This is an optimization exercise on Yosys and OpenROAD, whose aim is small area, a short achievable clock period and few clock cycles per item, not a production implementation.
Where RTL was checked, it was by simulation tests only, not by an equivalence proof against the original.

Setup of old:
==> flow/design.v <==
module ptcb_pixel_engine (
    input  wire        clk,
    input  wire        rst,
    input  wire        in_valid,
    output wire        in_ready,
    input  wire [15:0] in_cmd,
    input  wire [63:0] in_data,
    output wire        out_valid,
    input  wire        out_ready,
    output wire [31:0] out_result,
    output wire [1:0]  out_err
);
    reg        v1;
    reg [15:0] c1;
    reg [63:0] d1;
    reg        sa_s, sa_lm, sa_d;           
    reg        sv_s, sv_lm, sv_dm, sv_d;    
    wire [3:0] i_op     = in_cmd[3:0];
    wire       i_scalar = (i_op == 4'd3) || (i_op == 4'd4);
    wire       i_blend  = (i_op == 4'd7);
    wire       i_mdm    = (in_cmd[8:7] == 2'd0) && (in_cmd[12:11] == 2'd2);
    wire       i_md     = (in_cmd[8:7] == 2'd1) && (in_cmd[12:11] == 2'd1);
    wire [3:0] op    = c1[3:0];
    wire [2:0] strat = c1[6:4];
    wire [1:0] chan  = c1[8:7];
    wire [1:0] mkind = c1[10:9];
    wire       gsel  = c1[13];
    reg legal;
    always @(*) begin
        case (op)
            4'd0, 4'd1, 4'd2, 4'd3, 4'd4: legal = (c1[15:4] == 12'd0);
            4'd5: legal = (c1[15:9] == 7'd0) && (c1[6:4] == 3'd0);
            4'd6: legal = (c1[15:14] == 2'd0) && (c1[6:4] == 3'd0) &&
                          (mkind != 2'd3) && (c1[12:11] != 2'd3);
            4'd7: legal = (c1[15:7] == 9'd0) && (strat != 3'd7);
            4'd8: legal = (c1[15] == 1'b0) && (c1[13:4] == 10'd0);
            default: legal = 1'b0;
        endcase
    end
    wire [15:0] w_l  = d1[15:0];
    wire [15:0] w_d  = d1[31:16];
    wire [15:0] w_lm = d1[47:32];
    wire [15:0] w_dm = d1[63:48];
    wire [23:0] s_rgb = d1[23:0];                  
    function [23:0] dec565;
        input [15:0] w;
        dec565 = {w[15:11], 3'b000, w[10:5], 2'b00, w[4:0], 3'b000};
    endfunction
    wire [23:0] ga = ({24{sa_s}}  & s_rgb) | ({24{sa_lm}} & dec565(w_lm)) |
                     ({24{sa_d}} & dec565(w_d));
    wire [7:0] ga_r = ga[23:16];
    wire [7:0] ga_g = ga[15:8];
    wire [7:0] ga_b = ga[7:0];
    wire [27:0] lum_a_t = 28'd182133370
                          + ({20'd0, ~ga_r} << 0)
                          + ({20'd0, ga_r} << 4)
                          + ({20'd0, ~ga_r} << 6)
                          + ({20'd0, ~ga_r} << 8)
                          + ({20'd0, ga_r} << 11)
                          + ({20'd0, ~ga_r} << 13)
                          + ({20'd0, ~ga_r} << 15)
                          + ({20'd0, ga_r} << 18)
                          + ({20'd0, ~ga_g} << 1)
                          + ({20'd0, ~ga_g} << 3)
                          + ({20'd0, ~ga_g} << 7)
                          + ({20'd0, ga_g} << 9)
                          + ({20'd0, ~ga_g} << 12)
                          + ({20'd0, ~ga_g} << 15)
                          + ({20'd0, ~ga_g} << 18)
                          + ({20'd0, ga_g} << 20)
                          + ({20'd0, ~ga_b} << 0)
                          + ({20'd0, ~ga_b} << 2)
                          + ({20'd0, ~ga_b} << 6)
                          + ({20'd0, ga_b} << 11)
                          + ({20'd0, ga_b} << 13)
                          + ({20'd0, ga_b} << 16);
    wire [7:0] lum_a = lum_a_t[27:20];
    wire [4:0] dm_r5 = w_dm[15:11];
    wire [5:0] dm_g6 = w_dm[10:5];
    wire [4:0] dm_b5 = w_dm[4:0];
    wire [21:0] lum_b_t = 22'd2864376
                          + ({17'd0, dm_r5} << 1)
                          + ({17'd0, ~dm_r5} << 3)
                          + ({17'd0, ~dm_r5} << 5)
                          + ({17'd0, dm_r5} << 8)
                          + ({17'd0, ~dm_r5} << 10)
                          + ({17'd0, ~dm_r5} << 12)
                          + ({17'd0, dm_r5} << 15)
                          + ({16'd0, ~dm_g6} << 0)
                          + ({16'd0, ~dm_g6} << 3)
                          + ({16'd0, dm_g6} << 5)
                          + ({16'd0, ~dm_g6} << 8)
                          + ({16'd0, ~dm_g6} << 11)
                          + ({16'd0, ~dm_g6} << 14)
                          + ({16'd0, dm_g6} << 16)
                          + ({17'd0, ~dm_b5} << 3)
                          + ({17'd0, dm_b5} << 8)
                          + ({17'd0, dm_b5} << 10)
                          + ({17'd0, dm_b5} << 13);
    wire [7:0] lum_b = lum_b_t[21:14];
    wire [23:0] gv = ({24{sv_s}}  & s_rgb) | ({24{sv_lm}} & dec565(w_lm)) |
                     ({24{sv_dm}} & dec565(w_dm)) | ({24{sv_d}} & dec565(w_d));
    wire [7:0] av_s = gv[23:16] ^ gv[15:8] ^ gv[7:0];
    wire [7:0] av_c = (gv[23:16] & gv[15:8]) | (gv[23:16] & gv[7:0]) |
                      (gv[15:8] & gv[7:0]);
    wire [9:0] av_a = {2'b00, av_s};
    wire [9:0] av_b = {1'b0, av_c, 1'b0};
    wire [18:0] avg_t = 19'd256
                      + (av_a << 0) + (av_a << 2) + (av_a << 4) + (av_a << 6) + (av_a << 8)
                      + (av_b << 0) + (av_b << 2) + (av_b << 4) + (av_b << 6) + (av_b << 8);
    wire [7:0]  avg_v = avg_t[17:10];
    wire [1:0] blend_slot = strat[2] ? 2'd0 : {strat[0], strat[1]};
    wire [1:0] xslot = (op == 4'd7) ? blend_slot : (op == 4'd6) ? chan : 2'd0;
    reg  [15:0] wx;
    always @(*) begin
        case (xslot)
            2'd0: wx = w_l;
            2'd1: wx = w_d;
            2'd2: wx = w_lm;
            default: wx = w_dm;
        endcase
    end
    wire [5:0] ca_r = w_l[15:11] + w_d[15:11];
    wire [6:0] ca_g = w_l[10:5]  + w_d[10:5];
    wire [5:0] ca_b = w_l[4:0]   + w_d[4:0];
    reg        a_mix;        
    reg  [1:0] a_mmode;      
    reg  [1:0] a_amode;      
    reg        a_gs;         
    reg        a_gb;         
    reg        a_sg;         
    reg [23:0] a_raw;
    reg  [1:0] a_err;
    always @(*) begin
        a_mix   = 1'b0;
        a_mmode = 2'd0;
        a_amode = 2'd0;
        a_gs    = gsel;
        a_gb    = (chan == 2'd0) && (c1[12:11] == 2'd2);
        a_sg    = 1'b0;
        a_raw   = 24'd0;
        a_err   = 2'd0;
        if (!legal) begin
            a_err = 2'd1;
        end else begin
            case (op)
                4'd1: a_mix = 1'b1;
                4'd2: a_raw = {8'd0, s_rgb[23:19], s_rgb[15:10], s_rgb[7:3]};
                4'd3: begin a_sg = 1'b1; a_gs = 1'b0; end
                4'd4: begin a_sg = 1'b1; a_gs = 1'b1; end
                4'd6: begin
                    if (mkind != 2'd0 && chan[1]) begin
                        a_err = 2'd2;
                    end else begin
                        a_mix   = 1'b1;
                        a_amode = (mkind == 2'd1) ? 2'd2 :
                                  (mkind == 2'd2) ? 2'd3 : 2'd1;
                    end
                end
                4'd7: begin
                    a_amode = 2'd1;
                    if (strat == 3'd5) begin
                        a_raw = {ca_r, 2'b00, ca_g, 1'b0, ca_b, 2'b00};
                    end else begin
                        a_mix   = 1'b1;
                        a_mmode = (strat == 3'd4) ? 2'd1 :
                                  (strat == 3'd6) ? 2'd2 : 2'd0;
                    end
                end
                4'd5, 4'd8: a_err = 2'd3;
                default: ;
            endcase
        end
    end
    reg        v2;
    reg        k2_mix, k2_gs, k2_gb, k2_sg;
    reg  [1:0] k2_mmode, k2_amode;
    reg  [7:0] lum_a2, lum_b2, avg2;
    reg [31:0] p2;           
    wire [7:0] bm = (k2_mmode == 2'd1) ? avg2 :
                    (k2_mmode == 2'd2) ? (lum_a2 | lum_b2) : 8'd0;
    wire [7:0] grey = !k2_gs ? avg2 : k2_gb ? lum_b2 : lum_a2;
    wire [7:0] alpha = (k2_amode == 2'd0) ? 8'h00 :
                       (k2_amode == 2'd1) ? 8'hFF :
                       (k2_amode == 2'd2) ? grey : ~grey;
    function [13:0] mixn;
        input [5:0] x, y;
        input [7:0] m;
        integer i;
        reg [13:0] acc;
        begin
            acc = 14'd0;
            for (i = 0; i < 6; i = i + 1)
                acc = acc + ({6'd0, ({8{y[i]}} & m) | ({8{x[i]}} & ~m)} << i);
            mixn = acc;
        end
    endfunction
    wire [15:0] bx = p2[31:16];
    wire [15:0] by = p2[15:0];
    wire [13:0] n_r = mixn({1'b0, bx[15:11]}, {1'b0, by[15:11]}, bm);
    wire [13:0] n_g = mixn(bx[10:5], by[10:5], bm);
    wire [13:0] n_b = mixn({1'b0, bx[4:0]}, {1'b0, by[4:0]}, bm);
    reg        v3;
    reg        k3_mix;
    reg  [7:0] al3;
    reg [39:0] p3;           
    wire [12:0] q_nr = p3[39:27];
    wire [13:0] q_ng = p3[26:13];
    wire [12:0] q_nb = p3[12:0];
    wire [5:0] cy_r = q_nr[4:0] + q_nr[12:8] + (q_nr[7] & q_nr[6] & q_nr[5]);
    wire [6:0] cy_g = q_ng[5:0] + q_ng[13:8] + (q_ng[7] & q_ng[6]);
    wire [5:0] cy_b = q_nb[4:0] + q_nb[12:8] + (q_nb[7] & q_nb[6] & q_nb[5]);
    wire [7:0] mq_r = q_nr[12:5] + cy_r[5];
    wire [7:0] mq_g = q_ng[13:6] + cy_g[6];
    wire [7:0] mq_b = q_nb[12:5] + cy_b[5];
    wire [31:0] b_result = k3_mix ? {al3, mq_r, mq_g, mq_b}
                                  : {al3, p3[23:0]};
    wire [1:0]  b_err    = k3_mix ? 2'd0 : p3[25:24];
    reg        ov, kv, rdy;
    reg [31:0] o_res, k_res;
    reg [1:0]  o_err, k_err;
    wire en    = !kv;                   
    wire ofree = !ov || out_ready;      
    always @(posedge clk) begin
        if (rst) begin
            v1  <= 1'b0;
            v2  <= 1'b0;
            v3  <= 1'b0;
            ov  <= 1'b0;
            kv  <= 1'b0;
            rdy <= 1'b1;
        end else begin
            if (en) begin
                v1 <= in_valid;
                v2 <= v1;
                v3 <= v2;
            end
            if (ofree) begin
                ov  <= kv || v3;
                kv  <= 1'b0;
                rdy <= 1'b1;
            end else if (!kv && v3) begin
                kv  <= 1'b1;
                rdy <= 1'b0;
            end
        end
    end
    always @(posedge clk) begin
        if (en) begin
            c1    <= in_cmd;
            d1    <= in_data;
            sa_s  <= i_scalar;
            sa_lm <= !i_scalar && (i_blend || !i_md);
            sa_d  <= !i_scalar && !i_blend && i_md;
            sv_s  <= i_scalar;
            sv_lm <= !i_scalar && !i_blend && !(i_mdm || i_md);
            sv_dm <= !i_scalar && (i_blend || i_mdm);
            sv_d  <= !i_scalar && !i_blend && i_md;
            k2_mix   <= a_mix;
            k2_mmode <= a_mmode;
            k2_amode <= a_amode;
            k2_gs    <= a_gs;
            k2_gb    <= a_gb;
            k2_sg    <= a_sg;
            lum_a2   <= lum_a;
            lum_b2   <= lum_b;
            avg2     <= avg_v;
            p2       <= a_mix ? {wx, w_d} : {6'd0, a_err, a_raw};
            k3_mix <= k2_mix;
            al3    <= alpha;
            p3     <= k2_mix ? {n_r[12:0], n_g, n_b[12:0]} :
                      {14'd0, p2[25:8], (k2_sg ? grey : p2[7:0])};
        end
        if (ofree) begin
            o_res <= kv ? k_res : b_result;
            o_err <= kv ? k_err : b_err;
        end
        if (!kv) begin
            k_res <= b_result;
            k_err <= b_err;
        end
    end
    assign in_ready   = rdy;
    assign out_valid  = ov;
    assign out_result = o_res;
    assign out_err    = o_err;
endmodule
export LEC_CHECK = 0
export CAP_MARGIN = 20
export CORE_MARGIN = 2
export CORE_UTILIZATION = 40
export CTS_CLUSTER_DIAMETER = 100
export CTS_CLUSTER_SIZE = 24
export SLEW_MARGIN = 20
create_clock -name core_clock -period 26.0 [get_ports {clk}]
standard.sh (not shown) runs the stock make flow with config.mk's settings and CLKGATE_MAP_FILE= SYNTH_SCRIPT=/design/flow/synth_recipe.tcl, a recipe that flattens the netlist after the stock synthesis.
==> flow/flow/run.sh <==
#!/bin/bash
# Standard layout, with the port buffers made of buf_2 cells and the setup
# repair steps asked for extra slack margin.
set -euo pipefail
bash standard.sh "BUFFER_PORTS_ARGS=-buffer_cell sky130_fd_sc_hd__buf_2" SETUP_SLACK_MARGIN=19.75 finish > standard_flow.log 2>&1
old | status: complete | timing, DRC, antenna: pass
Testbench counts of old, summed over its fixed seeds: cycles 32,032, items 32,000.
## Diff of input files: new against old
--- a/flow/design.v
+++ b/flow/design.v
@@ -173,13 +173,13 @@
         end
     end
     reg        v2;
     reg        k2_mix, k2_gs, k2_gb, k2_sg;
-    reg  [1:0] k2_mmode, k2_amode;
+    reg        k2_mavg, k2_mlum;    
+    reg  [1:0] k2_amode;
     reg  [7:0] lum_a2, lum_b2, avg2;
     reg [31:0] p2;           
-    wire [7:0] bm = (k2_mmode == 2'd1) ? avg2 :
-                    (k2_mmode == 2'd2) ? (lum_a2 | lum_b2) : 8'd0;
+    wire [7:0] bm = ({8{k2_mavg}} & avg2) | ({8{k2_mlum}} & (lum_a2 | lum_b2));
     wire [7:0] grey = !k2_gs ? avg2 : k2_gb ? lum_b2 : lum_a2;
     wire [7:0] alpha = (k2_amode == 2'd0) ? 8'h00 :
                        (k2_amode == 2'd1) ? 8'hFF :
                        (k2_amode == 2'd2) ? grey : ~grey;
@@ -199,24 +199,20 @@
     wire [15:0] by = p2[15:0];
     wire [13:0] n_r = mixn({1'b0, bx[15:11]}, {1'b0, by[15:11]}, bm);
     wire [13:0] n_g = mixn(bx[10:5], by[10:5], bm);
     wire [13:0] n_b = mixn({1'b0, bx[4:0]}, {1'b0, by[4:0]}, bm);
-    reg        v3;
-    reg        k3_mix;
-    reg  [7:0] al3;
-    reg [39:0] p3;           
-    wire [12:0] q_nr = p3[39:27];
-    wire [13:0] q_ng = p3[26:13];
-    wire [12:0] q_nb = p3[12:0];
-    wire [5:0] cy_r = q_nr[4:0] + q_nr[12:8] + (q_nr[7] & q_nr[6] & q_nr[5]);
-    wire [6:0] cy_g = q_ng[5:0] + q_ng[13:8] + (q_ng[7] & q_ng[6]);
-    wire [5:0] cy_b = q_nb[4:0] + q_nb[12:8] + (q_nb[7] & q_nb[6] & q_nb[5]);
-    wire [7:0] mq_r = q_nr[12:5] + cy_r[5];
-    wire [7:0] mq_g = q_ng[13:6] + cy_g[6];
-    wire [7:0] mq_b = q_nb[12:5] + cy_b[5];
-    wire [31:0] b_result = k3_mix ? {al3, mq_r, mq_g, mq_b}
-                                  : {al3, p3[23:0]};
-    wire [1:0]  b_err    = k3_mix ? 2'd0 : p3[25:24];
+    wire [5:0] cy_r = n_r[4:0] + n_r[12:8] + (n_r[7] & n_r[6] & n_r[5]);
+    wire [6:0] cy_g = n_g[5:0] + n_g[13:8] + (n_g[7] & n_g[6]);
+    wire [5:0] cy_b = n_b[4:0] + n_b[12:8] + (n_b[7] & n_b[6] & n_b[5]);
+    wire [7:0] iq_r = n_r[12:5] + 8'd1;
+    wire [7:0] iq_g = n_g[13:6] + 8'd1;
+    wire [7:0] iq_b = n_b[12:5] + 8'd1;
+    wire [7:0] mq_r = cy_r[5] ? iq_r : n_r[12:5];
+    wire [7:0] mq_g = cy_g[6] ? iq_g : n_g[13:6];
+    wire [7:0] mq_b = cy_b[5] ? iq_b : n_b[12:5];
+    wire [31:0] b_result = k2_mix ? {alpha, mq_r, mq_g, mq_b}
+                                  : {alpha, p2[23:8], (k2_sg ? grey : p2[7:0])};
+    wire [1:0]  b_err    = k2_mix ? 2'd0 : p2[25:24];
     reg        ov, kv, rdy;
     reg [31:0] o_res, k_res;
     reg [1:0]  o_err, k_err;
     wire en    = !kv;                   
@@ -224,23 +220,21 @@
     always @(posedge clk) begin
         if (rst) begin
             v1  <= 1'b0;
             v2  <= 1'b0;
-            v3  <= 1'b0;
             ov  <= 1'b0;
             kv  <= 1'b0;
             rdy <= 1'b1;
         end else begin
             if (en) begin
                 v1 <= in_valid;
                 v2 <= v1;
-                v3 <= v2;
             end
             if (ofree) begin
-                ov  <= kv || v3;
+                ov  <= kv || v2;
                 kv  <= 1'b0;
                 rdy <= 1'b1;
-            end else if (!kv && v3) begin
+            end else if (!kv && v2) begin
                 kv  <= 1'b1;
                 rdy <= 1'b0;
             end
         end
@@ -256,21 +250,18 @@
             sv_lm <= !i_scalar && !i_blend && !(i_mdm || i_md);
             sv_dm <= !i_scalar && (i_blend || i_mdm);
             sv_d  <= !i_scalar && !i_blend && i_md;
             k2_mix   <= a_mix;
-            k2_mmode <= a_mmode;
+            k2_mavg  <= (a_mmode == 2'd1);
+            k2_mlum  <= (a_mmode == 2'd2);
             k2_amode <= a_amode;
             k2_gs    <= a_gs;
             k2_gb    <= a_gb;
             k2_sg    <= a_sg;
             lum_a2   <= lum_a;
             lum_b2   <= lum_b;
             avg2     <= avg_v;
             p2       <= a_mix ? {wx, w_d} : {6'd0, a_err, a_raw};
-            k3_mix <= k2_mix;
-            al3    <= alpha;
-            p3     <= k2_mix ? {n_r[12:0], n_g, n_b[12:0]} :
-                      {14'd0, p2[25:8], (k2_sg ? grey : p2[7:0])};
         end
         if (ofree) begin
             o_res <= kv ? k_res : b_result;
             o_err <= kv ? k_err : b_err;
In the flow results for old and new, the count of clock-net buffers in the final layout is smaller on new. Setup WNS old -> new: worse. Lower portion of the layout cell area used by non-clock buffers goes to old over new. Count of mapped cells out of synthesis: lower on old. Cmp new vs old: filler-free cell count of the finished design higher in new. The highest attainable clock frequency of new falls short of that of old by 0.84%. The higher final routed wire length divided by cell count came out of new. When new is measured against old, its global-route usage over all layers turns out 1.7 points higher. Compared with old, new is hungrier on power.
For new, only the layout was checked, not whether the RTL still works.

## separate check: timing with driven ports
No port has a modelled driver above. Below, the same layouts with a new extraction and two added sets of constraints.
Step 1: set_driving_cell puts a clkbuf_16 on clk and a buf_2 on each other input, an assumption about the parent block.
Step 2 adds t to the input delays and takes it off the output delays; t is the mean of the earliest and latest rising clock arrival at the registers after step 1. Input paths then give back, and output paths get back, about the clock's delay inside the block.
Slacks: ideal ports / drivers / drivers and shift; pairs: ideal ports / drivers.
run	shift t [ns]	setup WS [ns]	hold slack, ns	clock arrival spread, ns
old	0.581	19.737 / 19.679 / 19.677	0.474 / 0.474 / 0.474	0.027 / 0.026
new	0.581	19.684 / 19.630 / 19.384	0.461 / 0.461 / 0.461	0.046 / 0.046
After both steps every run listed still meets setup and hold. For new, which loses most, drivers alone change the setup slack by -0.054 ns; drivers and shift together by -0.300 ns.
